This is an optimization exercise on Yosys and OpenROAD, whose aim is small area, a short achievable clock period and few clock cycles, not a production implementation.
Function was checked by simulation only, so behaviour that the tests miss may differ from the original.
No activity file was given, so power comes from the tool's default toggle rates.

## design/flow/config.mk

```make
export PLATFORM = sky130hd
export DESIGN_NAME = md5fp
export DESIGN_NICKNAME = md5fp
export VERILOG_FILES = /design/flow/design.v
export SDC_FILE = /design/flow/constraint.sdc
export NUM_CORES = 4
export LEC_CHECK = 0
export CAP_MARGIN = 20
export CORE_MARGIN = 2
export CORE_UTILIZATION = 40
export SETUP_SLACK_MARGIN = 5
export SLEW_MARGIN = 20
```

## design/flow/constraint.sdc

```tcl
create_clock -name core_clock -period 11.0 [get_ports {clk}]
set_input_delay 2.2000 -clock core_clock [delete_from_list [all_inputs] [get_ports {clk}]]
set_output_delay 2.2000 -clock core_clock [all_outputs]
set_load 0.01 [all_outputs]
```

## design/flow/design.v

```verilog
module md5fp (
    input  wire        clk,
    input  wire        rst,           
    input  wire        req_valid,
    output wire        req_ready,
    input  wire        req_we,
    input  wire [7:0]  req_addr,
    input  wire [31:0] req_wdata,
    output reg         resp_valid,
    output wire        resp_err,
    output reg  [3:0]  resp_code,
    output reg  [31:0] resp_rdata
);
    localparam [31:0] IV0 = 32'h67452301;
    localparam [31:0] IV1 = 32'hEFCDAB89;
    localparam [31:0] IV2 = 32'h98BADCFE;
    localparam [31:0] IV3 = 32'h10325476;
    localparam [31:0] K0  = 32'hd76aa478;
    localparam [31:0] ID_VALUE = 32'h4D443501;
    reg [31:0]  h0_q, h1_q, h2_q, h3_q;
    reg [31:0]  m_q [0:15];
    reg [127:0] dg_q;          
    reg [7:0]   dlen_q;
    reg [19:0]  rnib_q;        
    reg         fpw_q;         
    reg         fault_q;
    reg [1:0]   cause_q;
    reg [7:0]   info_q;
    reg         fpvalid_q;
    reg         rq_v;
    reg         rq_we;
    reg [7:0]   rq_addr;
    reg [31:0]  rq_wdata;
    reg         rq_isc;        
    reg         busy_q;        
    reg         fin_q;         
    reg         stale_q;       
    reg [5:0]   stp_q;         
    reg [31:0]  a_q, b_q, c_q, d_q;
    reg [31:0]  akm_q;         
    reg [3:0]   rnd_q;         
    reg [15:0]  rsel_q;        
    reg [3:0]   ra_q, rb_q;    
    reg [3:0]   gidx_q;        
    wire can_exec = !busy_q && !(rq_isc && stale_q);
    wire exec     = rq_v && can_exec;
    assign req_ready = !(rq_v && !can_exec);
    assign resp_err  = |resp_code;
    wire addr_aligned  = (rq_addr[1:0] == 2'b00);
    wire addr_mapped   = (rq_addr <= 8'h80);
    wire is_m          = (rq_addr[7:6] == 2'b01);
    wire is_h          = (rq_addr[7:4] == 4'h1);
    wire addr_readable = (rq_addr == 8'h04) || (rq_addr == 8'h08) ||
                         (rq_addr[7:4] == 4'h1) || (rq_addr[7:4] == 4'h2) ||
                         (rq_addr[7:4] == 4'h3) || is_m || (rq_addr == 8'h80);
    wire addr_writable = (rq_addr == 8'h00) || (rq_addr == 8'h0C) || is_h || is_m;
    wire access_error  = !addr_aligned || !addr_mapped ||
                         (rq_we ? !addr_writable : !addr_readable);
    wire wr_ok    = exec && !access_error && rq_we;
    wire is_push  = (rq_addr[7:2] == 6'h03);
    wire is_cmd   = (rq_addr[7:2] == 6'h00);
    wire push_bad = (rq_wdata[31:8] != 24'd0);
    wire wr_h     = wr_ok && is_h;
    wire wr_m     = wr_ok && is_m;
    wire wr_push  = wr_ok && is_push && !push_bad;
    wire wr_cmd   = wr_ok && is_cmd;
    wire cmd_low  = (rq_wdata[31:3] == 29'd0);
    wire c_clrf   = wr_cmd && cmd_low && (rq_wdata[2:0] == 3'd6);
    wire c_sreset = wr_cmd && cmd_low && (rq_wdata[2:0] == 3'd7);
    wire c_run    = wr_cmd && !fault_q && cmd_low;
    wire c_ill    = wr_cmd && !fault_q && !cmd_low;
    wire c_init   = c_run && (rq_wdata[2:0] == 3'd1);
    wire c_comp   = c_run && (rq_wdata[2:0] == 3'd2);
    wire c_latch  = c_run && (rq_wdata[2:0] == 3'd3);
    wire c_dgclr  = c_run && (rq_wdata[2:0] == 3'd4);
    wire c_fpenc  = c_run && (rq_wdata[2:0] == 3'd5);
    wire clr_all  = rst || c_sreset;
    reg [31:0] kn;             
    always @* begin
        case (stp_q)
            6'd0: kn = 32'he8c7b756;
            6'd1: kn = 32'h242070db;
            6'd2: kn = 32'hc1bdceee;
            6'd3: kn = 32'hf57c0faf;
            6'd4: kn = 32'h4787c62a;
            6'd5: kn = 32'ha8304613;
            6'd6: kn = 32'hfd469501;
            6'd7: kn = 32'h698098d8;
            6'd8: kn = 32'h8b44f7af;
            6'd9: kn = 32'hffff5bb1;
            6'd10: kn = 32'h895cd7be;
            6'd11: kn = 32'h6b901122;
            6'd12: kn = 32'hfd987193;
            6'd13: kn = 32'ha679438e;
            6'd14: kn = 32'h49b40821;
            6'd15: kn = 32'hf61e2562;
            6'd16: kn = 32'hc040b340;
            6'd17: kn = 32'h265e5a51;
            6'd18: kn = 32'he9b6c7aa;
            6'd19: kn = 32'hd62f105d;
            6'd20: kn = 32'h02441453;
            6'd21: kn = 32'hd8a1e681;
            6'd22: kn = 32'he7d3fbc8;
            6'd23: kn = 32'h21e1cde6;
            6'd24: kn = 32'hc33707d6;
            6'd25: kn = 32'hf4d50d87;
            6'd26: kn = 32'h455a14ed;
            6'd27: kn = 32'ha9e3e905;
            6'd28: kn = 32'hfcefa3f8;
            6'd29: kn = 32'h676f02d9;
            6'd30: kn = 32'h8d2a4c8a;
            6'd31: kn = 32'hfffa3942;
            6'd32: kn = 32'h8771f681;
            6'd33: kn = 32'h6d9d6122;
            6'd34: kn = 32'hfde5380c;
            6'd35: kn = 32'ha4beea44;
            6'd36: kn = 32'h4bdecfa9;
            6'd37: kn = 32'hf6bb4b60;
            6'd38: kn = 32'hbebfbc70;
            6'd39: kn = 32'h289b7ec6;
            6'd40: kn = 32'heaa127fa;
            6'd41: kn = 32'hd4ef3085;
            6'd42: kn = 32'h04881d05;
            6'd43: kn = 32'hd9d4d039;
            6'd44: kn = 32'he6db99e5;
            6'd45: kn = 32'h1fa27cf8;
            6'd46: kn = 32'hc4ac5665;
            6'd47: kn = 32'hf4292244;
            6'd48: kn = 32'h432aff97;
            6'd49: kn = 32'hab9423a7;
            6'd50: kn = 32'hfc93a039;
            6'd51: kn = 32'h655b59c3;
            6'd52: kn = 32'h8f0ccc92;
            6'd53: kn = 32'hffeff47d;
            6'd54: kn = 32'h85845dd1;
            6'd55: kn = 32'h6fa87e4f;
            6'd56: kn = 32'hfe2ce6e0;
            6'd57: kn = 32'ha3014314;
            6'd58: kn = 32'h4e0811a1;
            6'd59: kn = 32'hf7537e82;
            6'd60: kn = 32'hbd3af235;
            6'd61: kn = 32'h2ad7d2bb;
            6'd62: kn = 32'heb86d391;
            6'd63: kn = 32'hd76aa478;
            default: kn = 32'h0;
        endcase
    end
    wire [31:0] f_val = ({32{rnd_q[0]}} & ((b_q & c_q) | (~b_q & d_q))) |
                        ({32{rnd_q[1]}} & ((d_q & b_q) | (~d_q & c_q))) |
                        ({32{rnd_q[2]}} & (b_q ^ c_q ^ d_q)) |
                        ({32{rnd_q[3]}} & (c_q ^ (b_q | ~d_q)));
    function [31:0] rot2;
        input [31:0] x;
        input [3:0]  ra;
        input [3:0]  rb;
        reg   [31:0] y;
        begin
            y = ({32{ra[0]}} & x) |
                ({32{ra[1]}} & {x[30:0], x[31]}) |
                ({32{ra[2]}} & {x[29:0], x[31:30]}) |
                ({32{ra[3]}} & {x[28:0], x[31:29]});
            rot2 = ({32{rb[0]}} & {y[27:0], y[31:28]}) |
                   ({32{rb[1]}} & {y[22:0], y[31:23]}) |
                   ({32{rb[2]}} & {y[17:0], y[31:18]}) |
                   ({32{rb[3]}} & {y[11:0], y[31:12]});
        end
    endfunction
    wire [31:0] rot_a = rot2(akm_q, ra_q, rb_q);
    wire [31:0] rot_f = rot2(f_val, ra_q, rb_q);
    wire [31:0] cy;            
    md5fp_carry u_cy (.a(akm_q), .b(f_val), .c(cy));
    wire c1 =
        (rsel_q[0] & cy[24]) |
        (rsel_q[1] & cy[19]) |
        (rsel_q[2] & cy[14]) |
        (rsel_q[3] & cy[9]) |
        (rsel_q[4] & cy[26]) |
        (rsel_q[5] & cy[22]) |
        (rsel_q[6] & cy[17]) |
        (rsel_q[7] & cy[11]) |
        (rsel_q[8] & cy[27]) |
        (rsel_q[9] & cy[20]) |
        (rsel_q[10] & cy[15]) |
        (rsel_q[11] & cy[8]) |
        (rsel_q[12] & cy[25]) |
        (rsel_q[13] & cy[21]) |
        (rsel_q[14] & cy[16]) |
        (rsel_q[15] & cy[10]);
    wire c2 = cy[31];
    wire [31:0] msk =
        ({32{rsel_q[0]}} & 32'hffffff80) |
        ({32{rsel_q[1]}} & 32'hfffff000) |
        ({32{rsel_q[2]}} & 32'hfffe0000) |
        ({32{rsel_q[3]}} & 32'hffc00000) |
        ({32{rsel_q[4]}} & 32'hffffffe0) |
        ({32{rsel_q[5]}} & 32'hfffffe00) |
        ({32{rsel_q[6]}} & 32'hffffc000) |
        ({32{rsel_q[7]}} & 32'hfff00000) |
        ({32{rsel_q[8]}} & 32'hfffffff0) |
        ({32{rsel_q[9]}} & 32'hfffff800) |
        ({32{rsel_q[10]}} & 32'hffff0000) |
        ({32{rsel_q[11]}} & 32'hff800000) |
        ({32{rsel_q[12]}} & 32'hffffffc0) |
        ({32{rsel_q[13]}} & 32'hfffffc00) |
        ({32{rsel_q[14]}} & 32'hffff8000) |
        ({32{rsel_q[15]}} & 32'hffe00000);
    wire [31:0] s1 = b_q ^ rot_a ^ rot_f;
    wire [31:0] k1 = (b_q & rot_a) | (b_q & rot_f) | (rot_a & rot_f);
    wire [31:0] cs_x = {k1[30:0], c1};
    wire [31:0] cs_t = msk & {32{c2}};
    wire [31:0] s2 = s1 ^ cs_x ^ cs_t;
    wire [31:0] k2 = (s1 & cs_x) | (s1 & cs_t) | (cs_x & cs_t);
    wire [31:0] new_b;
    md5fp_add2 u_newb (.a(s2), .b({k2[30:0], 1'b0}), .s(new_b));
    wire run = busy_q || c_comp;
    wire [5:0]  stp_nx = run ? stp_q + 6'd1 : 6'd0;
    wire [15:0] rsel_n = 16'd1 << {stp_nx[5:4], stp_nx[1:0]};
    wire [3:0]  rnd_n  = 4'd1 << stp_nx[5:4];
    reg  [3:0]  ra_n, rb_n;
    always @* begin
        case ({stp_nx[5:4], stp_nx[1:0]})
            4'd0: begin ra_n = 4'b1000; rb_n = 4'b0001; end
            4'd1: begin ra_n = 4'b1000; rb_n = 4'b0010; end
            4'd2: begin ra_n = 4'b1000; rb_n = 4'b0100; end
            4'd3: begin ra_n = 4'b0100; rb_n = 4'b1000; end
            4'd4: begin ra_n = 4'b0010; rb_n = 4'b0001; end
            4'd5: begin ra_n = 4'b0001; rb_n = 4'b0010; end
            4'd6: begin ra_n = 4'b0001; rb_n = 4'b0100; end
            4'd7: begin ra_n = 4'b0001; rb_n = 4'b1000; end
            4'd8: begin ra_n = 4'b0001; rb_n = 4'b0001; end
            4'd9: begin ra_n = 4'b0100; rb_n = 4'b0010; end
            4'd10: begin ra_n = 4'b0100; rb_n = 4'b0100; end
            4'd11: begin ra_n = 4'b1000; rb_n = 4'b1000; end
            4'd12: begin ra_n = 4'b0100; rb_n = 4'b0001; end
            4'd13: begin ra_n = 4'b0010; rb_n = 4'b0010; end
            4'd14: begin ra_n = 4'b0010; rb_n = 4'b0100; end
            4'd15: begin ra_n = 4'b0010; rb_n = 4'b1000; end
            default: begin ra_n = 4'b0001; rb_n = 4'b0001; end
        endcase
    end
    wire [5:0]  stp_n1 = stp_nx + 6'd1;
    reg  [3:0]  gidx_n;        
    always @* begin
        case (stp_n1[5:4])
            2'd0: gidx_n = stp_n1[3:0];
            2'd1: gidx_n = stp_n1[3:0] * 4'd5 + 4'd1;
            2'd2: gidx_n = stp_n1[3:0] * 4'd3 + 4'd5;
            default: gidx_n = stp_n1[3:0] * 4'd7;
        endcase
    end
    wire [3:0]  msel  = (busy_q || rq_isc) ? gidx_q : rq_addr[5:2];
    wire [31:0] m_out = m_q[msel];
    wire [31:0] akm_n;
    md5fp_add3 u_akm (.a(run ? d_q : h0_q), .b(run ? kn : K0),
                      .c(run ? m_out : m_q[0]), .s(akm_n));
    reg [31:0] ff_h;
    always @* begin
        case ({fin_q, stp_q[1:0]})
            3'b0_01: ff_h = h0_q;
            3'b0_10: ff_h = h3_q;
            3'b0_11: ff_h = h2_q;
            default: ff_h = h1_q;
        endcase
    end
    wire [31:0] ff_sum;
    md5fp_add2 u_ff (.a(ff_h), .b(b_q), .s(ff_sum));
    wire ff_on = busy_q && (stp_q[5:2] == 4'b1111) && (stp_q[1:0] != 2'b00);
    wire [31:0] h1_v = fin_q ? ff_sum : h1_q;    
    wire [3:0] nib [0:31];
    genvar gk;
    generate
        for (gk = 0; gk < 16; gk = gk + 1) begin : g_nib
            assign nib[2*gk]   = dg_q[8*gk + 4 +: 4];
            assign nib[2*gk+1] = dg_q[8*gk     +: 4];
        end
    endgenerate
    wire [3:0] n14 = nib[14];
    wire [3:0] n3  = nib[3];
    wire [3:0] n6  = nib[6];
    wire [3:0] n8  = nib[8];
    wire [3:0] n2  = nib[2];
    wire [4:0] x0 = 5'd1  + {1'b0, n14};
    wire [4:0] x1 = 5'd14 + {1'b0, n3};
    wire [4:0] x2 = 5'd17 + {1'b0, n6};
    wire [4:0] x3 = 5'd12 + {1'b0, n8};
    wire [4:0] x4 = 5'd6  + {1'b0, n2};
    wire [3:0] v0 = nib[x0];
    wire [3:0] v1 = nib[x1];
    wire [3:0] v2 = nib[x2];
    wire [3:0] v3 = nib[x3];
    wire [3:0] v4 = nib[x4];
    wire [3:0] r0 = {v0[2:0], 1'b0};
    wire [3:0] r1 = {v1[2:0], 1'b0};
    wire [3:0] r2 = v2 + {v2[1:0], 2'b00};
    wire [3:0] r3 = {v3[1:0], 2'b00};
    wire [3:0] r4 = v4 + {v4[2:0], 1'b0};
    wire       fp_oor = (n6 == 4'hF);
    wire       fp_lenbad = (dlen_q != 8'd16);
    wire       fp_ok  = c_fpenc && !fp_lenbad && !fp_oor;
    function [7:0] hexc;
        input [3:0] v;
        begin
            hexc = (v < 4'd10) ? {4'h3, v} : {4'h6, v - 4'd9};
        end
    endfunction
    wire [3:0] pr1 = rnib_q[7:4];
    wire [3:0] pr2 = rnib_q[11:8];
    wire [3:0] pr3 = rnib_q[15:12];
    wire [3:0] pr4 = rnib_q[19:16];
    wire [31:0] pk_w  = {16'd0, pr1, pr2, pr3, pr4};
    wire [31:0] fp0_w = fpw_q ? {hexc(pr3), hexc(pr2), hexc(pr1), 8'h30} : 32'd0;
    wire [31:0] fp1_w = fpw_q ? {24'd0, hexc(pr4)} : 32'd0;
    reg [31:0] rd_data;
    always @* begin
        rd_data = 32'd0;
        if (is_m) begin
            rd_data = m_out;
        end else begin
            case (rq_addr[7:2])
                6'h01: rd_data = {8'd0, info_q, 6'd0, cause_q, 5'd0,
                                  (dlen_q == 8'd16), fpvalid_q, fault_q};
                6'h02: rd_data = {24'd0, dlen_q};
                6'h04: rd_data = h0_q;
                6'h05: rd_data = h1_v;
                6'h06: rd_data = h2_q;
                6'h07: rd_data = h3_q;
                6'h08: rd_data = dg_q[31:0];
                6'h09: rd_data = dg_q[63:32];
                6'h0A: rd_data = dg_q[95:64];
                6'h0B: rd_data = dg_q[127:96];
                6'h0C: rd_data = {12'd0, rnib_q};
                6'h0D: rd_data = pk_w;
                6'h0E: rd_data = fp0_w;
                6'h0F: rd_data = fp1_w;
                6'h20: rd_data = ID_VALUE;
                default: rd_data = 32'd0;
            endcase
        end
    end
    reg [3:0] code_n;
    always @* begin
        if (access_error)                                   code_n = 4'd4;
        else if (rq_we && is_push && push_bad)              code_n = 4'd4;
        else if (rq_we && is_cmd && fault_q &&
                 !(cmd_low && rq_wdata[2:1] == 2'b11))      code_n = 4'd5;
        else if (rq_we && is_cmd && !cmd_low)               code_n = 4'd3;
        else if (rq_we && is_cmd && rq_wdata[2:0] == 3'd5 && fp_lenbad)
                                                            code_n = 4'd1;
        else if (rq_we && is_cmd && rq_wdata[2:0] == 3'd5 && fp_oor)
                                                            code_n = 4'd2;
        else                                                code_n = 4'd0;
    end
    integer mj;
    always @(posedge clk) begin
        if (rst) begin
            rq_v <= 1'b0;
        end else if (req_ready) begin
            rq_v <= req_valid;
        end
        if (req_ready) begin
            rq_we    <= req_we;
            rq_addr  <= req_addr;
            rq_wdata <= req_wdata;
            rq_isc   <= req_we && (req_addr == 8'h00) && (req_wdata == 32'd2);
        end
        if (run) begin
            a_q <= d_q;
            b_q <= new_b;
            c_q <= b_q;
            d_q <= c_q;
        end else begin
            a_q <= h0_q;
            b_q <= h1_v;
            c_q <= h2_q;
            d_q <= h3_q;
        end
        akm_q  <= akm_n;
        rnd_q  <= rnd_n;
        rsel_q <= rsel_n;
        ra_q   <= ra_n;
        rb_q   <= rb_n;
        gidx_q <= gidx_n;
        if (rst) begin
            busy_q  <= 1'b0;
            fin_q   <= 1'b0;
            stale_q <= 1'b1;
            stp_q   <= 6'd0;
        end else begin
            fin_q   <= busy_q && (stp_q == 6'd63);
            stale_q <= busy_q || c_comp || wr_h || c_init || c_sreset ||
                       (wr_m && rq_addr[5:2] == 4'd0);
            stp_q   <= stp_nx;
            if (c_comp)
                busy_q <= 1'b1;
            else if (busy_q && stp_q == 6'd63)
                busy_q <= 1'b0;
        end
        if (rst)
            resp_valid <= 1'b0;
        else
            resp_valid <= (exec && !c_comp) || (busy_q && stp_q == 6'd63);
        if (busy_q) begin
            resp_code  <= 4'd0;
            resp_rdata <= 32'd0;
        end else begin
            resp_code  <= code_n;
            resp_rdata <= (code_n == 4'd0 && !rq_we) ? rd_data : 32'd0;
        end
        if (clr_all || c_init) begin
            h0_q <= IV0; h1_q <= IV1; h2_q <= IV2; h3_q <= IV3;
        end else begin
            if (wr_h && rq_addr[3:2] == 2'd0) h0_q <= rq_wdata;
            else if (ff_on && stp_q[1:0] == 2'd1) h0_q <= ff_sum;
            if (wr_h && rq_addr[3:2] == 2'd1) h1_q <= rq_wdata;
            else if (fin_q) h1_q <= ff_sum;
            if (wr_h && rq_addr[3:2] == 2'd2) h2_q <= rq_wdata;
            else if (ff_on && stp_q[1:0] == 2'd3) h2_q <= ff_sum;
            if (wr_h && rq_addr[3:2] == 2'd3) h3_q <= rq_wdata;
            else if (ff_on && stp_q[1:0] == 2'd2) h3_q <= ff_sum;
        end
        for (mj = 0; mj < 16; mj = mj + 1) begin
            if (clr_all)
                m_q[mj] <= 32'd0;
            else if (wr_m && rq_addr[5:2] == mj[3:0])
                m_q[mj] <= rq_wdata;
        end
        if (clr_all || c_dgclr) begin
            dg_q   <= 128'd0;
            dlen_q <= 8'd0;
        end else if (c_latch) begin
            dg_q   <= {h3_q, h2_q, h1_v, h0_q};
            dlen_q <= 8'd16;
        end else if (wr_push) begin
            if (dlen_q < 8'd16)
                dg_q[8*dlen_q[3:0] +: 8] <= rq_wdata[7:0];
            if (dlen_q != 8'd255)
                dlen_q <= dlen_q + 8'd1;
        end
        if (clr_all) begin
            rnib_q <= 20'd0;
            fpw_q  <= 1'b0;
        end else if (fp_ok) begin
            rnib_q <= {r4, r3, r2, r1, r0};
            fpw_q  <= 1'b1;
        end
        if (clr_all || c_dgclr || c_latch || wr_push)
            fpvalid_q <= 1'b0;
        else if (fp_ok)
            fpvalid_q <= 1'b1;
        if (clr_all || c_clrf) begin
            fault_q <= 1'b0;
            cause_q <= 2'd0;
            info_q  <= 8'd0;
        end else if (c_ill) begin
            fault_q <= 1'b1;
            cause_q <= 2'd3;
            info_q  <= rq_wdata[7:0];
        end else if (c_fpenc && fp_lenbad) begin
            fault_q <= 1'b1;
            cause_q <= 2'd1;
            info_q  <= dlen_q;
        end else if (c_fpenc && fp_oor) begin
            fault_q <= 1'b1;
            cause_q <= 2'd2;
            info_q  <= 8'h5F;
        end
    end
endmodule
module md5fp_add2 (
    input  wire [31:0] a,
    input  wire [31:0] b,
    output wire [31:0] s
);
    wire [31:0] g0 = a & b;
    wire [31:0] p0 = a ^ b;
    wire [31:0] g1 = g0 | (p0 & {g0[30:0], 1'b0});
    wire [31:0] p1 = p0 & {p0[30:0], 1'b0};
    wire [31:0] g2 = g1 | (p1 & {g1[29:0], 2'b0});
    wire [31:0] p2 = p1 & {p1[29:0], 2'b0};
    wire [31:0] g3 = g2 | (p2 & {g2[27:0], 4'b0});
    wire [31:0] p3 = p2 & {p2[27:0], 4'b0};
    wire [31:0] g4 = g3 | (p3 & {g3[23:0], 8'b0});
    wire [31:0] p4 = p3 & {p3[23:0], 8'b0};
    wire [31:0] g5 = g4 | (p4 & {g4[15:0], 16'b0});
    assign s = p0 ^ {g5[30:0], 1'b0};
endmodule
module md5fp_add3 (
    input  wire [31:0] a,
    input  wire [31:0] b,
    input  wire [31:0] c,
    output wire [31:0] s
);
    wire [31:0] xs = a ^ b ^ c;
    wire [31:0] xc = (a & b) | (a & c) | (b & c);
    md5fp_add2 u_add (.a(xs), .b({xc[30:0], 1'b0}), .s(s));
endmodule
module md5fp_carry (
    input  wire [31:0] a,
    input  wire [31:0] b,
    output wire [31:0] c
);
    wire [31:0] g0 = a & b;
    wire [31:0] p0 = a ^ b;
    wire [31:0] g1 = g0 | (p0 & {g0[30:0], 1'b0});
    wire [31:0] p1 = p0 & {p0[30:0], 1'b0};
    wire [31:0] g2 = g1 | (p1 & {g1[29:0], 2'b0});
    wire [31:0] p2 = p1 & {p1[29:0], 2'b0};
    wire [31:0] g3 = g2 | (p2 & {g2[27:0], 4'b0});
    wire [31:0] p3 = p2 & {p2[27:0], 4'b0};
    wire [31:0] g4 = g3 | (p3 & {g3[23:0], 8'b0});
    wire [31:0] p4 = p3 & {p3[23:0], 8'b0};
    assign c = g4 | (p4 & {g4[15:0], 16'b0});
endmodule
```

## design/flow/run.sh

```bash
#!/bin/bash
# synth_recipe.tcl (not shown) runs the flow's synth.tcl, then flattens the netlist and writes it again
# the make line also repeats each setting of config.mk as NAME=value (left out here)
make -C /OpenROAD-flow-scripts/flow DESIGN_CONFIG=/design/flow/config.mk WORK_HOME=/design/flow/orfs CLKGATE_MAP_FILE= SYNTH_SCRIPT=/design/flow/synth_recipe.tcl finish
```

==> results of run 1 <==
path summary, 6_finish.rpt:
path | slack (ns) | to | startpoint
setup / recovery | 4.62 | b_q[27]$_DFF_P_ | rnd_q[3]$_SDFF_PN0_
hold / removal | 0.45 | m_q[12][20]$_SDFFE_PP0P_ | m_q[12][20]$_SDFFE_PP0P_
setup reg to reg | 4.62 | b_q[27]$_DFF_P_ | rnd_q[3]$_SDFF_PN0_
hold reg to reg | 0.45 | m_q[12][20]$_SDFFE_PP0P_ | m_q[12][20]$_SDFFE_PP0P_
metrics by stage:
step	hold WS, ns	instance area, µm²	setup WS [ns]	total power, mW
after floorplan	0.432	65400	5.00	4.19
after global placement	0.441	68100	3.08	4.32
after detailed placement	0.446	68200	2.99	4.32
after CTS	0.455	74600	4.69	8.63
after global routing	0.468	76700	4.43	8.83
final	0.454	76800	4.62	8.69
repair_timing:
item                                    CTS  global route
buffers inserted                         83            71
endpoints found under the setup margin  429           262
gates resized for setup                 234           260
pin swaps                                74            86
hold endpoints to repair                  0             0
gates cloned                             17            12
cell usage after synthesis, drive strengths merged, types with 51 or more instances:
library cell / instances
nand2: 1976
dfxtp: 1043
a21oi: 951
nor2: 673
clkbuf: 618
a22oi: 505
o21ai: 292
a221oi: 265
inv: 173
ha: 168
xnor2: 140
nand3: 127
a22o: 115
buf: 111
a222oi: 107
nor3: 107
fa: 94
mux2i: 87
a31oi: 73
a21o: 69
and3: 62
o22ai: 62
a211oi: 58
nand2b: 53
nand4: 53
nor2b: 51
layout by cell type (no fill, tap or decap), types with 29 or more instances in the layout:
| cell type | instances |
|---|---|
| edfxtp_1 | 42 |
| fa_1 | 91 |
| nor2_4 | 50 |
| a22o_1 | 115 |
| nor2b_1 | 46 |
| ha_1 | 128 |
| nand3_1 | 124 |
| xor2_1 | 35 |
| nor3_1 | 98 |
| clkbuf_16 | 131 |
| o21ai_0 | 249 |
| mux2i_1 | 65 |
| a22oi_1 | 504 |
| nand2_1 | 1937 |
| a21o_1 | 64 |
| and3_1 | 59 |
| buf_4 | 334 |
| ha_4 | 29 |
| xnor2_1 | 129 |
| nor3b_1 | 46 |
| a21oi_1 | 916 |
| nand4_1 | 53 |
| a211oi_1 | 48 |
| nor2_1 | 604 |
| a222oi_1 | 107 |
| inv_1 | 164 |
| nand2b_1 | 48 |
| a31oi_1 | 66 |
| o22ai_1 | 43 |
| a221oi_1 | 253 |
| o211ai_1 | 33 |
| a21oi_2 | 33 |
| o21ai_1 | 32 |
| mux2_2 | 35 |
| clkdlybuf4s50_1 | 81 |
| dfxtp_1 | 1017 |
worst max-delay path: cells and delay by family, from the launching register on:
family / cells / cell delay, ns
DFF: 1 / 0.42
and+or+nand+nor: 4 / 0.60
AOI/OAI and AO/OA: 12 / 2.87
buffers and inverters: 7 / 0.89
adders and majority gates: 4 / 1.36
xor gates and xnor gates: 1 / 0.05
cell families after synthesis:
logic type | count (synthesis) | share of synthesized area
flip-flops | 1085 | 0.340
adder cells (fa/ha/maj) | 262 | 0.0611
buffers and inverters | 905 | 0.0539
other | 1 | 0.0000575
AND/OR/NAND/NOR | 3281 | 0.213
AO/OA/AOI/OAI | 2777 | 0.286
XOR/XNOR | 186 | 0.0256
multiplexers | 127 | 0.0208
final cells by class:
cell class	instances	area share
Inverter	176	0.00877
Timing Repair Buffer	498	0.0641
Tap cell	2175	0.0355
Clock inverter	51	0.0106
Clock buffer	172	0.0449
Sequential cell	1085	0.289
Antenna cell	14	0.000456
Multi-Input combinational cell	6640	0.547
per-layer routing:
layer,wire (µm),track usage,share of wire
met1,133000,0.524,0.37
met2,140000,0.556,0.39
met3,54300,0.152,0.15
met4,31400,0.273,0.088
met5,266,0,0.00074
power by group through the flow:
| stage | combinational, mW | clock (mW) | sequential, mW |
|---|---|---|---|
| final | 0.317 | 4.40 | 3.97 |
| after CTS | 0.272 | 4.38 | 3.98 |
| after detailed placement | 0.252 | 0 | 4.07 |
| after global routing | 0.313 | 4.55 | 3.97 |
| after global placement | 0.252 | 0 | 4.07 |
| after floorplan | 0.132 | 0 | 4.05 |
==> impl_metrics.py, run 1 <==
metrics = {
    "synthesis": {
        "synth_warnings": 2,
        "synth_seq_cells": 1085,
        "syn_area_per_cell_um2": 7.56,
        "yosysUniqueCellTypes": 107,
        "synth_area_leaders": "dfxtp_1, nand2_1, a21oi_1",
        "ys.flop_type": "dfxtp_1",
        "ys_seq_area_frac": 0.340,
        "synthCells": 8624,
        "synth-edff-count": 42,
        "syn_nets": 8930,
        "netlist.area_leader.share": 0.320,
        "async_flop_share": 0,
        "synth_area_leader_cell": "dfxtp_1",
        "syn_area_um2": 65200,
    },
    "clocking": {
        "cts_made_buffers": 119,
        "clkTransAtPathRegs_ns": 0.07,
        "clockRootBuffer": "clkbuf_16",
        "cts_tree": "yes",
        "clock_sinks": 1085,
        "clkLatencyLatePin_ns": 0.84,
        "postCtsHoldBufs": 0,
        "h-tree-depth": 3,
        "clockBufferDepth": 3,
    },
    "critical_path": {
        "path_max_fanout": 12,
        "cp.required_ns": 11.62,
        "crit_slowest_cell": "a222oi_1",
        "critPathLaunchType": "flop",
        "cp.arrival_ns": 7.00,
        "critPathMaxStageDelay_ns": 0.60,
        "path_class": "flop to flop",
        "crit_path_end_kind": "flop",
        "crit_top_cell": "buf_6",
        "ff2ff_path_depth": 28,
    },
    "final_layout": {
        "largest_register": "m_q",
        "area.sequential_um2": 22200,
        "final_core_util": 0.473,
        "area_growth_pct": 17.8,
        "fill_cells": 15900,
        "fin_cells": 10800,
        "top_regs": "m_q x512, dg_q x128",
        "multiInputGateArea_um2": 42000,
        "nNetsFinal": 8826,
        "drive_gt1_frac": 0.126,
        "largest_register_ffs": 512,
    },
    "status": {
        "status": "no timing/DRC/antenna violations",
    },
    "sta": {
        "skew_ns": 0.0970,
        "finalCritPeriodShare": 0.580,
        "slew_headroom": 0.170,
        "hold_violations": 0,
        "rsz0062_at_grt": "yes",
        "setup_viol": 0,
        "fmax_ghz": 0.157,
        "worst_pin_slew_ns": 1.25,
        "fin_tns_setup_ns": 0,
        "period_needed_ns": 6.38,
        "finalMaxSlewViolations": 0,
    },
    "power": {
        "p_clk_frac": 0.506,
        "leakage_nw": 26.7,
        "switchingPower_mw": 2.13,
        "p_per_area_nw_per_um2": 113,
        "p_comb_frac": 0.037,
        "swShare": 0.246,
        "internal-power_mw": 6.55,
        "ir_worst_vdd_uv": 145,
        "seqPwrFrac": 0.457,
    },
    "placed_design": {
        "placed_cells": 10400,
        "dp_hpwl_um": 236000,
        "place_congestion": 1.06,
        "port_buffers": 81,
    },
    "floorplan": {
        "core_area_um2": 162000,
        "die_h_um": 408,
        "ios": 83,
        "num_rows": 148,
        "die-area_um2": 166000,
        "die_w_um": 408,
        "initial_utilization": 0.402,
    },
    "route": {
        "wl_um": 359000,
        "drt_iter0_markers": 13400,
        "viasPerCell": 6.81,
        "wl_per_cell_um": 33.2,
        "num_vias": 73700,
        "ant_nets": 0,
        "drc": 0,
        "first_pass_iters": 13,
    },
    "grt": {
        "grt_max_degree": 107,
        "grt_pass1_vias": 65200,
        "grt_pass1_wl_um": 495000,
        "grt_remaining_overflow": 0,
        "grt_use_total": 0.405,
        "antenna_found_initial": 25,
    },
    "flow_run": {
        "cap_violations": 0,
    },
    "worst_hold_path": {
        "hold_class": "flop to flop",
        "whs_path_depth": 2,
    },
}
Testbench counts, summed over its fixed seeds: cycles 13,968.
==> run 2, diff against run 1 <==
--- a/design/flow/design.v
+++ b/design/flow/design.v
@@ -41,2 +41,3 @@
     reg [3:0]   rnd_q;         
+    reg [3:0]   rndn_q;        
     reg [15:0]  rsel_q;        
@@ -47,3 +48,2 @@
     assign req_ready = !(rq_v && !can_exec);
-    assign resp_err  = |resp_code;
     wire addr_aligned  = (rq_addr[1:0] == 2'b00);
@@ -72,3 +72,3 @@
     wire c_init   = c_run && (rq_wdata[2:0] == 3'd1);
-    wire c_comp   = c_run && (rq_wdata[2:0] == 3'd2);
+    wire c_comp   = rq_v && rq_isc && !busy_q && !stale_q && !fault_q;
     wire c_latch  = c_run && (rq_wdata[2:0] == 3'd3);
@@ -77,76 +77,7 @@
     wire clr_all  = rst || c_sreset;
-    reg [31:0] kn;             
-    always @* begin
-        case (stp_q)
-            6'd0: kn = 32'he8c7b756;
-            6'd1: kn = 32'h242070db;
-            6'd2: kn = 32'hc1bdceee;
-            6'd3: kn = 32'hf57c0faf;
-            6'd4: kn = 32'h4787c62a;
-            6'd5: kn = 32'ha8304613;
-            6'd6: kn = 32'hfd469501;
-            6'd7: kn = 32'h698098d8;
-            6'd8: kn = 32'h8b44f7af;
-            6'd9: kn = 32'hffff5bb1;
-            6'd10: kn = 32'h895cd7be;
-            6'd11: kn = 32'h6b901122;
-            6'd12: kn = 32'hfd987193;
-            6'd13: kn = 32'ha679438e;
-            6'd14: kn = 32'h49b40821;
-            6'd15: kn = 32'hf61e2562;
-            6'd16: kn = 32'hc040b340;
-            6'd17: kn = 32'h265e5a51;
-            6'd18: kn = 32'he9b6c7aa;
-            6'd19: kn = 32'hd62f105d;
-            6'd20: kn = 32'h02441453;
-            6'd21: kn = 32'hd8a1e681;
-            6'd22: kn = 32'he7d3fbc8;
-            6'd23: kn = 32'h21e1cde6;
-            6'd24: kn = 32'hc33707d6;
-            6'd25: kn = 32'hf4d50d87;
-            6'd26: kn = 32'h455a14ed;
-            6'd27: kn = 32'ha9e3e905;
-            6'd28: kn = 32'hfcefa3f8;
-            6'd29: kn = 32'h676f02d9;
-            6'd30: kn = 32'h8d2a4c8a;
-            6'd31: kn = 32'hfffa3942;
-            6'd32: kn = 32'h8771f681;
-            6'd33: kn = 32'h6d9d6122;
-            6'd34: kn = 32'hfde5380c;
-            6'd35: kn = 32'ha4beea44;
-            6'd36: kn = 32'h4bdecfa9;
-            6'd37: kn = 32'hf6bb4b60;
-            6'd38: kn = 32'hbebfbc70;
-            6'd39: kn = 32'h289b7ec6;
-            6'd40: kn = 32'heaa127fa;
-            6'd41: kn = 32'hd4ef3085;
-            6'd42: kn = 32'h04881d05;
-            6'd43: kn = 32'hd9d4d039;
-            6'd44: kn = 32'he6db99e5;
-            6'd45: kn = 32'h1fa27cf8;
-            6'd46: kn = 32'hc4ac5665;
-            6'd47: kn = 32'hf4292244;
-            6'd48: kn = 32'h432aff97;
-            6'd49: kn = 32'hab9423a7;
-            6'd50: kn = 32'hfc93a039;
-            6'd51: kn = 32'h655b59c3;
-            6'd52: kn = 32'h8f0ccc92;
-            6'd53: kn = 32'hffeff47d;
-            6'd54: kn = 32'h85845dd1;
-            6'd55: kn = 32'h6fa87e4f;
-            6'd56: kn = 32'hfe2ce6e0;
-            6'd57: kn = 32'ha3014314;
-            6'd58: kn = 32'h4e0811a1;
-            6'd59: kn = 32'hf7537e82;
-            6'd60: kn = 32'hbd3af235;
-            6'd61: kn = 32'h2ad7d2bb;
-            6'd62: kn = 32'heb86d391;
-            6'd63: kn = 32'hd76aa478;
-            default: kn = 32'h0;
-        endcase
-    end
-    wire [31:0] f_val = ({32{rnd_q[0]}} & ((b_q & c_q) | (~b_q & d_q))) |
-                        ({32{rnd_q[1]}} & ((d_q & b_q) | (~d_q & c_q))) |
-                        ({32{rnd_q[2]}} & (b_q ^ c_q ^ d_q)) |
-                        ({32{rnd_q[3]}} & (c_q ^ (b_q | ~d_q)));
+    wire [3:0]  rnd_h = ~rndn_q;
+    wire [31:0] f_val = ({{16{rnd_h[0]}}, {16{rnd_q[0]}}} & ((b_q & c_q) | (~b_q & d_q))) |
+                        ({{16{rnd_h[1]}}, {16{rnd_q[1]}}} & ((d_q & b_q) | (~d_q & c_q))) |
+                        ({{16{rnd_h[2]}}, {16{rnd_q[2]}}} & (b_q ^ c_q ^ d_q)) |
+                        ({{16{rnd_h[3]}}, {16{rnd_q[3]}}} & (c_q ^ (b_q | ~d_q)));
     function [31:0] rot2;
@@ -208,8 +139,9 @@
     wire [31:0] k1 = (b_q & rot_a) | (b_q & rot_f) | (rot_a & rot_f);
-    wire [31:0] cs_x = {k1[30:0], c1};
-    wire [31:0] cs_t = msk & {32{c2}};
-    wire [31:0] s2 = s1 ^ cs_x ^ cs_t;
-    wire [31:0] k2 = (s1 & cs_x) | (s1 & cs_t) | (cs_x & cs_t);
-    wire [31:0] new_b;
-    md5fp_add2 u_newb (.a(s2), .b({k2[30:0], 1'b0}), .s(new_b));
+    wire [31:0] cs_x = {k1[30:0], 1'b0};
+    wire [31:0] s2 = s1 ^ cs_x ^ msk;
+    wire [31:0] k2 = (s1 & cs_x) | (s1 & msk) | (cs_x & msk);
+    wire [31:0] y00, y01, y10, y11;
+    md5fp_add2c u_y0 (.a(s1), .b(cs_x), .s0(y00), .s1(y01));
+    md5fp_add2c u_y1 (.a(s2), .b({k2[30:0], 1'b0}), .s0(y10), .s1(y11));
+    wire [31:0] new_b = c2 ? (c1 ? y11 : y10) : (c1 ? y01 : y00);
     wire run = busy_q || c_comp;
@@ -250,2 +182,73 @@
     end
+    reg [31:0] kn_n;           
+    reg [31:0] kn_q;           
+    always @* begin
+        case (stp_nx)
+            6'd0: kn_n = 32'he8c7b756;
+            6'd1: kn_n = 32'h242070db;
+            6'd2: kn_n = 32'hc1bdceee;
+            6'd3: kn_n = 32'hf57c0faf;
+            6'd4: kn_n = 32'h4787c62a;
+            6'd5: kn_n = 32'ha8304613;
+            6'd6: kn_n = 32'hfd469501;
+            6'd7: kn_n = 32'h698098d8;
+            6'd8: kn_n = 32'h8b44f7af;
+            6'd9: kn_n = 32'hffff5bb1;
+            6'd10: kn_n = 32'h895cd7be;
+            6'd11: kn_n = 32'h6b901122;
+            6'd12: kn_n = 32'hfd987193;
+            6'd13: kn_n = 32'ha679438e;
+            6'd14: kn_n = 32'h49b40821;
+            6'd15: kn_n = 32'hf61e2562;
+            6'd16: kn_n = 32'hc040b340;
+            6'd17: kn_n = 32'h265e5a51;
+            6'd18: kn_n = 32'he9b6c7aa;
+            6'd19: kn_n = 32'hd62f105d;
+            6'd20: kn_n = 32'h02441453;
+            6'd21: kn_n = 32'hd8a1e681;
+            6'd22: kn_n = 32'he7d3fbc8;
+            6'd23: kn_n = 32'h21e1cde6;
+            6'd24: kn_n = 32'hc33707d6;
+            6'd25: kn_n = 32'hf4d50d87;
+            6'd26: kn_n = 32'h455a14ed;
+            6'd27: kn_n = 32'ha9e3e905;
+            6'd28: kn_n = 32'hfcefa3f8;
+            6'd29: kn_n = 32'h676f02d9;
+            6'd30: kn_n = 32'h8d2a4c8a;
+            6'd31: kn_n = 32'hfffa3942;
+            6'd32: kn_n = 32'h8771f681;
+            6'd33: kn_n = 32'h6d9d6122;
+            6'd34: kn_n = 32'hfde5380c;
+            6'd35: kn_n = 32'ha4beea44;
+            6'd36: kn_n = 32'h4bdecfa9;
+            6'd37: kn_n = 32'hf6bb4b60;
+            6'd38: kn_n = 32'hbebfbc70;
+            6'd39: kn_n = 32'h289b7ec6;
+            6'd40: kn_n = 32'heaa127fa;
+            6'd41: kn_n = 32'hd4ef3085;
+            6'd42: kn_n = 32'h04881d05;
+            6'd43: kn_n = 32'hd9d4d039;
+            6'd44: kn_n = 32'he6db99e5;
+            6'd45: kn_n = 32'h1fa27cf8;
+            6'd46: kn_n = 32'hc4ac5665;
+            6'd47: kn_n = 32'hf4292244;
+            6'd48: kn_n = 32'h432aff97;
+            6'd49: kn_n = 32'hab9423a7;
+            6'd50: kn_n = 32'hfc93a039;
+            6'd51: kn_n = 32'h655b59c3;
+            6'd52: kn_n = 32'h8f0ccc92;
+            6'd53: kn_n = 32'hffeff47d;
+            6'd54: kn_n = 32'h85845dd1;
+            6'd55: kn_n = 32'h6fa87e4f;
+            6'd56: kn_n = 32'hfe2ce6e0;
+            6'd57: kn_n = 32'ha3014314;
+            6'd58: kn_n = 32'h4e0811a1;
+            6'd59: kn_n = 32'hf7537e82;
+            6'd60: kn_n = 32'hbd3af235;
+            6'd61: kn_n = 32'h2ad7d2bb;
+            6'd62: kn_n = 32'heb86d391;
+            6'd63: kn_n = 32'hd76aa478;
+            default: kn_n = 32'h0;
+        endcase
+    end
     wire [3:0]  msel  = (busy_q || rq_isc) ? gidx_q : rq_addr[5:2];
@@ -253,3 +256,3 @@
     wire [31:0] akm_n;
-    md5fp_add3 u_akm (.a(run ? d_q : h0_q), .b(run ? kn : K0),
+    md5fp_add3 u_akm (.a(run ? d_q : h0_q), .b(run ? kn_q : K0),
                       .c(run ? m_out : m_q[0]), .s(akm_n));
@@ -352,2 +355,3 @@
     end
+    assign resp_err  = |resp_code;
     integer mj;
@@ -377,3 +381,5 @@
         akm_q  <= akm_n;
+        kn_q   <= kn_n;
         rnd_q  <= rnd_n;
+        rndn_q <= ~rnd_n;
         rsel_q <= rsel_n;
@@ -513 +519,22 @@
 endmodule
+module md5fp_add2c (
+    input  wire [31:0] a,
+    input  wire [31:0] b,
+    output wire [31:0] s0,
+    output wire [31:0] s1
+);
+    wire [31:0] g0 = a & b;
+    wire [31:0] p0 = a ^ b;
+    wire [31:0] g1 = g0 | (p0 & {g0[30:0], 1'b0});
+    wire [31:0] p1 = p0 & {p0[30:0], 1'b1};
+    wire [31:0] g2 = g1 | (p1 & {g1[29:0], 2'b0});
+    wire [31:0] p2 = p1 & {p1[29:0], 2'b11};
+    wire [31:0] g3 = g2 | (p2 & {g2[27:0], 4'b0});
+    wire [31:0] p3 = p2 & {p2[27:0], 4'hF};
+    wire [31:0] g4 = g3 | (p3 & {g3[23:0], 8'b0});
+    wire [31:0] p4 = p3 & {p3[23:0], 8'hFF};
+    wire [31:0] g5 = g4 | (p4 & {g4[15:0], 16'b0});
+    wire [31:0] p5 = p4 & {p4[15:0], 16'hFFFF};
+    assign s0 = p0 ^ {g5[30:0], 1'b0};
+    assign s1 = p0 ^ {g5[30:0] | p5[30:0], 1'b1};
+endmodule
==> impl_metrics.py, run 2 <==
metrics = {
    "critical_path": {
        "worstReg2RegEnd": "b_q[31]$_DFF_P_",
        "rrSetupSlack_ns": 4.91,
        "cp.arrival_ns": 6.77,
        "crit_slowest_cell": "or4_1",
        "critPathTopFamily": "compound AO/OA/AOI/OAI gates",
        "crit_path_end_kind": "flop",
        "timing.rr.start": "rndn_q[3]$_DFF_P_",
        "worst-path-buf-inv": 1,
        "path_class": "flop to flop",
        "ff2ff_path_depth": 25,
        "critPathLaunchType": "flop",
        "crit_top_cell": "a21o_1",
        "cp.required_ns": 11.68,
        "critPathMaxStageDelay_ns": 0.49,
        "path_max_fanout": 6,
    },
    "power": {
        "p_clk_frac": 0.517,
        "switchingPower_mw": 2.21,
        "p_per_area_nw_per_um2": 114,
        "leakage_nw": 27.5,
        "internal-power_mw": 6.73,
        "seqPwrFrac": 0.446,
        "ir_worst_vdd_uv": 170,
        "p_comb_frac": 0.037,
        "finalPower_mw": 8.94,
        "swShare": 0.247,
    },
    "route": {
        "num_vias": 75600,
        "wl_um": 380000,
        "drc": 0,
        "drt_iter0_markers": 11900,
        "first_pass_iters": 12,
        "viasPerCell": 6.77,
        "wl_per_cell_um": 34.0,
        "ant_nets": 0,
    },
    "placed_design": {
        "port_buffers": 81,
        "placed_cells": 10700,
        "post_dp_cell_area_um2": 70200,
        "dp_hpwl_um": 267000,
        "place_congestion": 1.04,
    },
    "synthesis": {
        "syn_area_per_cell_um2": 7.48,
        "yosysUniqueCellTypes": 90,
        "syn_nets": 9319,
        "synth_warnings": 2,
        "synth_seq_cells": 1089,
        "async_flop_share": 0,
        "syn_area_um2": 67200,
        "synth_area_leaders": "dfxtp_1, nand2_1, a21oi_1",
        "ys_seq_area_frac": 0.331,
        "synth_area_leader_cell": "dfxtp_1",
        "ys.flop_type": "dfxtp_1",
        "synth-edff-count": 42,
        "synth_common_cells": "nand2_1, dfxtp_1, a21oi_1",
        "synthCells": 8986,
        "yosysMostFrequentCell": "nand2_1",
        "netlist.area_leader.share": 0.312,
    },
    "grt": {
        "grt_pass1_vias": 68500,
        "grt_remaining_overflow": 0,
        "grt_use_total": 0.426,
        "antenna_found_initial": 22,
        "grtUsageMet3": 0.123,
        "met1_usage": 0.546,
        "grt-busiest-layer": "met2",
        "grt_pass1_wl_um": 526000,
        "grt_max_degree": 197,
        "use_met2": 0.601,
    },
    "worst_hold_path": {
        "whs_path_depth": 2,
        "hold_class": "flop to flop",
        "hp-start": "m_q[1][30]$_SDFFE_PP0P_",
        "whs_endpoint": "m_q[1][30]$_SDFFE_PP0P_",
    },
    "final_layout": {
        "largest_register": "m_q",
        "fill_cells": 16500,
        "nNetsFinal": 9180,
        "area_growth_pct": 16.7,
        "mostFrequentLayoutCell": "nand2_1",
        "fin_cells": 11200,
        "largest_register_ffs": 512,
        "area.sequential_um2": 22300,
        "mostFrequentLayoutCells": "nand2_1, a21oi_1, dfxtp_1",
        "multiInputGateArea_um2": 43500,
        "drive_gt1_frac": 0.122,
        "stdcell_area_um2": 78400,
        "top_regs": "m_q x512, dg_q x128",
    },
    "floorplan": {
        "die_w_um": 414,
        "ios": 83,
        "die-area_um2": 171000,
        "initial_utilization": 0.402,
        "die_h_um": 414,
        "core_area_um2": 167000,
        "num_rows": 150,
    },
    "clocking": {
        "postCtsHoldBufs": 0,
        "cts_made_buffers": 130,
        "clock_sinks": 1089,
        "clkLatencyLatePin_ns": 0.84,
        "cts_tree": "yes",
        "clkTransAtPathRegs_ns": 0.06,
        "h-tree-depth": 4,
        "clockBufferDepth": 3,
        "clockRootBuffer": "clkbuf_16",
    },
    "sta": {
        "fin_tns_setup_ns": 0,
        "setup_viol": 0,
        "rsz0062_at_grt": "yes",
        "finalMaxSlewViolations": 0,
        "period_needed_ns": 6.09,
        "hold_violations": 0,
        "worst_pin_slew_ns": 1.24,
        "hold_slack_ns": 0.453,
        "slew_headroom": 0.173,
        "skew_ns": 0.0596,
        "finalCritPeriodShare": 0.553,
        "fmax_ghz": 0.164,
    },
    "flow_run": {
        "cap_violations": 0,
    },
    "status": {
        "status": "no timing/DRC/antenna violations",
    },
}
-- run 2: worst reg2reg max path, cell delays in order (launching register included) --
cell and delay, ns:
dfxtp_4 0.41, buf_6 0.13, o21ai_0 0.07, o21ai_0 0.23, a221oi_2 0.14, o21bai_4 0.27, a221o_1 0.44, nand2_1 0.08
o21ai_0 0.10, a221o_1 0.35, fa_2 0.47, ha_4 0.19, fa_2 0.36, a21o_1 0.17, a21o_1 0.18, a21o_1 0.18
a21oi_2 0.19, o21ai_2 0.10, nand3_2 0.09, o211ai_1 0.13, a21o_1 0.20, a41o_4 0.27, a31oi_4 0.20, mux2i_1 0.12
a2111o_1 0.41, or4_1 0.49
-- run 2: power by group through the flow --
stage / registers (mW) / logic [mW] / clock network (mW)
after CTS: 3.98 / 0.292 / 4.63
after global routing: 3.98 / 0.324 / 4.79
final: 3.98 / 0.328 / 4.62
after detailed placement: 4.07 / 0.274 / 0
after floorplan: 4.07 / 0.136 / 0
after global placement: 4.07 / 0.274 / 0
-- run 2: how the worst max path moves through the flow --
stage | slack [ns] | from | endpoint | depth (start not counted)
5_1_grt | 4.83 | rndn_q[3]$_DFF_P_ | b_q[31]$_DFF_P_ | 27
6_report | 4.91 | rndn_q[3]$_DFF_P_ | b_q[31]$_DFF_P_ | 25
3_3_place_gp | 3.47 | rq_addr[3]$_DFFE_PN_ | akm_q[31]$_DFF_P_ | 29
2_1_floorplan | 5.00 | rnd_q[3]$_DFF_P_ | b_q[26]$_DFF_P_ | 31
4_1_cts | 4.93 | rq_isc$_DFFE_PN_ | akm_q[31]$_DFF_P_ | 23
3_5_place_dp | 3.39 | rq_addr[2]$_DFFE_PN_ | akm_q[31]$_DFF_P_ | 26
-- run 2: cell families after synthesis --
logic type / count (synthesis) / share of synthesized area
muxes: 125 / 0.0206
xor gates and xnor gates: 215 / 0.0285
and+or+nand+nor: 3327 / 0.213
adders and majority gates: 290 / 0.0648
other: 1 / 0.0000558
AOI/OAI and AO/OA: 2949 / 0.287
DFF: 1089 / 0.331
buffers and inverters: 990 / 0.0554
-- run 2: routing by layer --
metal / vias up / wire length [µm] / part of all wire
li1: 32100 / - / -
met1: 36400 / 143000 / 0.38
met2: 5777 / 153000 / 0.40
met3: 1309 / 47600 / 0.13
met4: 20 / 35900 / 0.095
met5: - / 186 / 0.00049
-- run 2: final cells by class --
cell class,instances,share of cell area
Tap cell,2204,0.0352
Multi-Input combinational cell,6912,0.555
Clock buffer,190,0.0491
Inverter,215,0.0104
Antenna cell,17,0.000542
Sequential cell,1089,0.284
Timing Repair Buffer,499,0.0572
Clock inverter,48,0.00858
-- run 2: timing repair --
action,in CTS,in global routing
cloned,8,5
pin swaps,39,84
gates resized for setup,255,239
endpoints found under the hold margin,0,0
endpoints found under the setup margin,244,238
setup buffers,75,84
-- run 2: stage by stage --
| stage | setup slack [ns] | utilization |
|---|---|---|
| after CTS | 4.93 | 0.458 |
| after floorplan | 5.00 | - |
| after global routing | 4.83 | 0.469 |
| after detailed placement | 3.39 | 0.420 |
| after global placement | 3.47 | 0.420 |
| final | 4.91 | 0.470 |
Testbench counts of run 2, summed over its fixed seeds: cycles 13,968.
==> run 3, diff against run 2 <==
--- a/design/flow/design.v
+++ b/design/flow/design.v
@@ -172,3 +172,3 @@
     end
-    wire [5:0]  stp_n1 = stp_nx + 6'd1;
+    wire [5:0]  stp_n1 = stp_nx + 6'd2;
     reg  [3:0]  gidx_n;        
@@ -183,3 +183,2 @@
     reg [31:0] kn_n;           
-    reg [31:0] kn_q;           
     always @* begin
@@ -255,5 +254,8 @@
     wire [31:0] m_out = m_q[msel];
+    reg  [31:0] km_q;
+    wire [31:0] km_n;
+    md5fp_add2 u_km (.a(kn_n), .b(run ? m_out : m_q[1]), .s(km_n));
     wire [31:0] akm_n;
-    md5fp_add3 u_akm (.a(run ? d_q : h0_q), .b(run ? kn_q : K0),
-                      .c(run ? m_out : m_q[0]), .s(akm_n));
+    md5fp_add3 u_akm (.a(run ? d_q : h0_q), .b(run ? km_q : K0),
+                      .c(run ? 32'd0 : m_q[0]), .s(akm_n));
     reg [31:0] ff_h;
@@ -381,3 +383,3 @@
         akm_q  <= akm_n;
-        kn_q   <= kn_n;
+        km_q   <= km_n;
         rnd_q  <= rnd_n;
@@ -396,3 +398,3 @@
             stale_q <= busy_q || c_comp || wr_h || c_init || c_sreset ||
-                       (wr_m && rq_addr[5:2] == 4'd0);
+                       (wr_m && rq_addr[5:2] == 4'd0) || (wr_m && rq_addr[5:2] == 4'd1);
             stp_q   <= stp_nx;
==> impl_metrics.py, run 3 <==
metrics = {
    "final_layout": {
        "largest_register_ffs": 512,
        "area_growth_pct": 15.0,
        "top_regs": "m_q x512, dg_q x128",
        "mostFrequentLayoutCell": "nand2_1",
        "final_core_util": 0.464,
        "largest_register": "m_q",
        "mostFrequentLayoutCells": "nand2_1, a21oi_1, dfxtp_1",
        "drive_gt1_frac": 0.108,
        "nNetsFinal": 9363,
    },
    "critical_path": {
        "critPathLaunchType": "flop",
        "critPathTopFamily": "compound AO/OA/AOI/OAI gates",
        "cp.arrival_ns": 6.59,
        "path_cells": "clkinv_4, ha_2, nor2b_2, buf_6, or3_1, buf_8, a31oi_1, ha_1, a21o_1, a21o_1, a21oi_1, o21ai_0, o211ai_1, and4_1, o22ai_1, o31a_1, buf_4, o21a_1, xnor2_1, a21oi_1, a221oi_1, nor2_1",
        "worst-path-stages": 22,
        "worst-path-buf-inv": 4,
        "path_class": "flop to flop",
        "path_max_fanout": 48,
        "ff2ff_path_depth": 22,
        "crit_slowest_cell": "nor2_1",
        "cp.required_ns": 11.60,
        "critPathMaxStageDelay_ns": 0.50,
        "crit_path_end_kind": "flop",
    },
    "floorplan": {
        "die_h_um": 417,
        "initial_utilization": 0.403,
        "num_rows": 151,
        "ios": 83,
        "die_w_um": 417,
        "core_area_um2": 169000,
        "die-area_um2": 174000,
    },
    "sta": {
        "worst_pin_slew_ns": 1.25,
        "hold_violations": 0,
        "period_needed_ns": 5.99,
        "finalMaxSlewViolations": 0,
        "slew_headroom": 0.164,
        "skew_ns": 0.0752,
        "rsz0062_at_grt": "yes",
        "setup_ws_ns": 5.01,
        "fin_tns_setup_ns": 0,
        "setup_viol": 0,
        "fmax_ghz": 0.167,
        "finalCritPeriodShare": 0.545,
    },
    "synthesis": {
        "synth_warnings": 2,
        "syn_area_um2": 68400,
        "synth_area_leader_cell": "dfxtp_1",
        "synth_seq_cells": 1089,
        "syn_area_per_cell_um2": 7.47,
        "ys_seq_area_frac": 0.325,
        "yosysMostFrequentCell": "nand2_1",
        "synth_area_leaders": "dfxtp_1, nand2_1, a21oi_1",
        "yosysUniqueCellTypes": 99,
        "netlist.area_leader.share": 0.307,
        "ys.flop_type": "dfxtp_1",
        "synthCells": 9155,
        "synth-edff-count": 42,
        "syn_nets": 9527,
        "synth_common_cells": "nand2_1, a21oi_1, dfxtp_1",
        "async_flop_share": 0,
    },
    "clocking": {
        "h-tree-depth": 3,
        "postCtsHoldBufs": 0,
        "clock_sinks": 1089,
        "clockRootBuffer": "clkbuf_16",
        "cts_made_buffers": 121,
        "clockBufferDepth": 3,
        "clkTransAtPathRegs_ns": 0.06,
        "clkLatencyLatePin_ns": 0.82,
        "cts_tree": "yes",
    },
    "grt": {
        "antenna_found_initial": 31,
        "grt_pass1_wl_um": 535000,
        "grt_remaining_overflow": 0,
        "grt_pass1_vias": 69400,
        "grt_use_total": 0.425,
        "grt_max_degree": 189,
    },
    "worst_hold_path": {
        "whs_path_depth": 2,
        "hold_class": "flop to flop",
    },
    "placed_design": {
        "place_congestion": 1.09,
        "port_buffers": 81,
        "dp_hpwl_um": 272000,
        "pre_cts_ws_ns": 2.97,
    },
    "status": {
        "status": "no timing/DRC/antenna violations",
    },
    "power": {
        "leakage_nw": 27.8,
        "ir_worst_vdd_uv": 143,
        "p_per_area_nw_per_um2": 109,
    },
    "route": {
        "num_vias": 76700,
        "viasPerCell": 6.77,
        "drc": 0,
        "drt_iter0_markers": 12500,
        "ant_nets": 0,
        "wl_per_cell_um": 34.2,
        "wl_um": 388000,
        "first_pass_iters": 9,
    },
    "flow_run": {
        "cap_violations": 0,
    },
}
-- run 3: report_power, final --
| part | internal, mW | leakage, nW | switching [mW] |
|---|---|---|---|
| combinational | 0.0591 | 16.9 | 0.234 |
| sequential | 3.97 | 8.89 | 0.0181 |
| clock | 2.44 | 2.02 | 1.86 |
| total | 6.47 | 27.8 | 2.11 |
-- run 3: final cells by class --
class                           instances  area, µm²
Antenna cell                           22       55.1
Tap cell                             2218       2780
Clock inverter                         44        651
Multi-Input combinational cell       7106      44400
Clock buffer                          178       3520
Timing Repair Buffer                  435       3960
Inverter                              238        945
Sequential cell                      1089      22300
Fill cell                           16800      90900
-- run 3: logic make-up (layout without fill, tap and decap cells) --
kind of cell	Yosys count	after routing	share of synthesized area
DFF	1089	1089	0.325
and+or+nand+nor	3431	3435	0.215
xor gates and xnor gates	236	236	0.0304
muxes	107	107	0.0174
AOI/OAI and AO/OA	2998	2999	0.288
buffers and inverters	965	895	0.0530
adders and majority gates	328	328	0.0710
other	1	23	0.0000549
-- run 3: final timing paths --
check | start | to | slack (ns)
worst max-delay path | stp_q[0]$_SDFF_PP0_ | resp_rdata[29]$_SDFF_PP0_ | 5.01
worst min-delay path | m_q[8][22]$_SDFFE_PP0P_ | m_q[8][22]$_SDFFE_PP0P_ | 0.45
worst max register to register | stp_q[0]$_SDFF_PP0_ | resp_rdata[29]$_SDFF_PP0_ | 5.01
worst min register to register | m_q[8][22]$_SDFFE_PP0P_ | m_q[8][22]$_SDFFE_PP0P_ | 0.45
-- run 3: routing by layer --
layer	up-vias	wire length, µm	GRT usage
met5	-	162	0
met2	5498	159000	0.617
met4	24	30200	0.260
met1	37200	149000	0.552
li1	32600	-	-
met3	1304	49000	0.125
-- run 3: through the flow --
| stage | hold slack [ns] | instances | cell area, µm² | power, mW |
|---|---|---|---|---|
| global route | 0.467 | 11300 | 78600 | 8.73 |
| floorplan | 0.430 | 9155 | 68400 | 4.20 |
| global placement | 0.440 | 11000 | 71500 | 4.35 |
| detailed placement | 0.446 | 11000 | 71500 | 4.35 |
| CTS | 0.454 | 11200 | 76800 | 8.57 |
| finish | 0.453 | 11300 | 78600 | 8.58 |
-- run 3: timing repair --
| action | 4_1_cts | 5_1_grt |
|---|---|---|
| endpoints found under the setup margin | 188 | 152 |
| setup buffers | 45 | 54 |
| pin swaps | 20 | 63 |
| cloned | 4 | 8 |
| resized for setup | 184 | 262 |
-- run 3: worst reg2reg max path, delay by kind of cell, from the launching register on --
kind | cells | cell delay (ns)
AO/OA/AOI/OAI | 11 | 2.45
XOR/XNOR | 1 | 0.22
adder cells (fa/ha/maj) | 2 | 0.60
buffers and inverters | 4 | 0.73
flip-flops | 1 | 0.41
AND/OR/NAND/NOR | 4 | 1.41
Testbench counts of run 3, summed over its fixed seeds: cycles 13,968.

==> port drivers added, routing unchanged <==
The results above use ideal ports. As a check the final layouts listed here were re-extracted and re-timed, cells and wires unchanged. Step 1 sets driving cells, clkbuf_16 on the clock port and buf_2 on the other inputs (assumed; they add their load-dependent delay and slew). Step 2 moves the port delays by t, midway between the first and last clock arrival at a register: inputs arrive t later, outputs are due t later. That takes back most of the time a late clock gives input paths. Three values: ideal, step 1, step 2; two values: the first two.
run	t, ns	slack for setup (ns)	clock arrival spread, ns	cell pins on the clock port's net
run 1	0.884	4.620 / 4.620 / 4.166	0.098 / 0.098	1
run 2	0.891	4.912 / 4.912 / 4.912	0.060 / 0.061	1
run 3	0.883	5.009 / 5.009 / 4.773	0.095 / 0.095	1
After both steps every run listed still meets setup and hold. The setup slack of run 1, which loses most, moves by 0.000 ns with the drivers and by -0.454 ns with both steps.
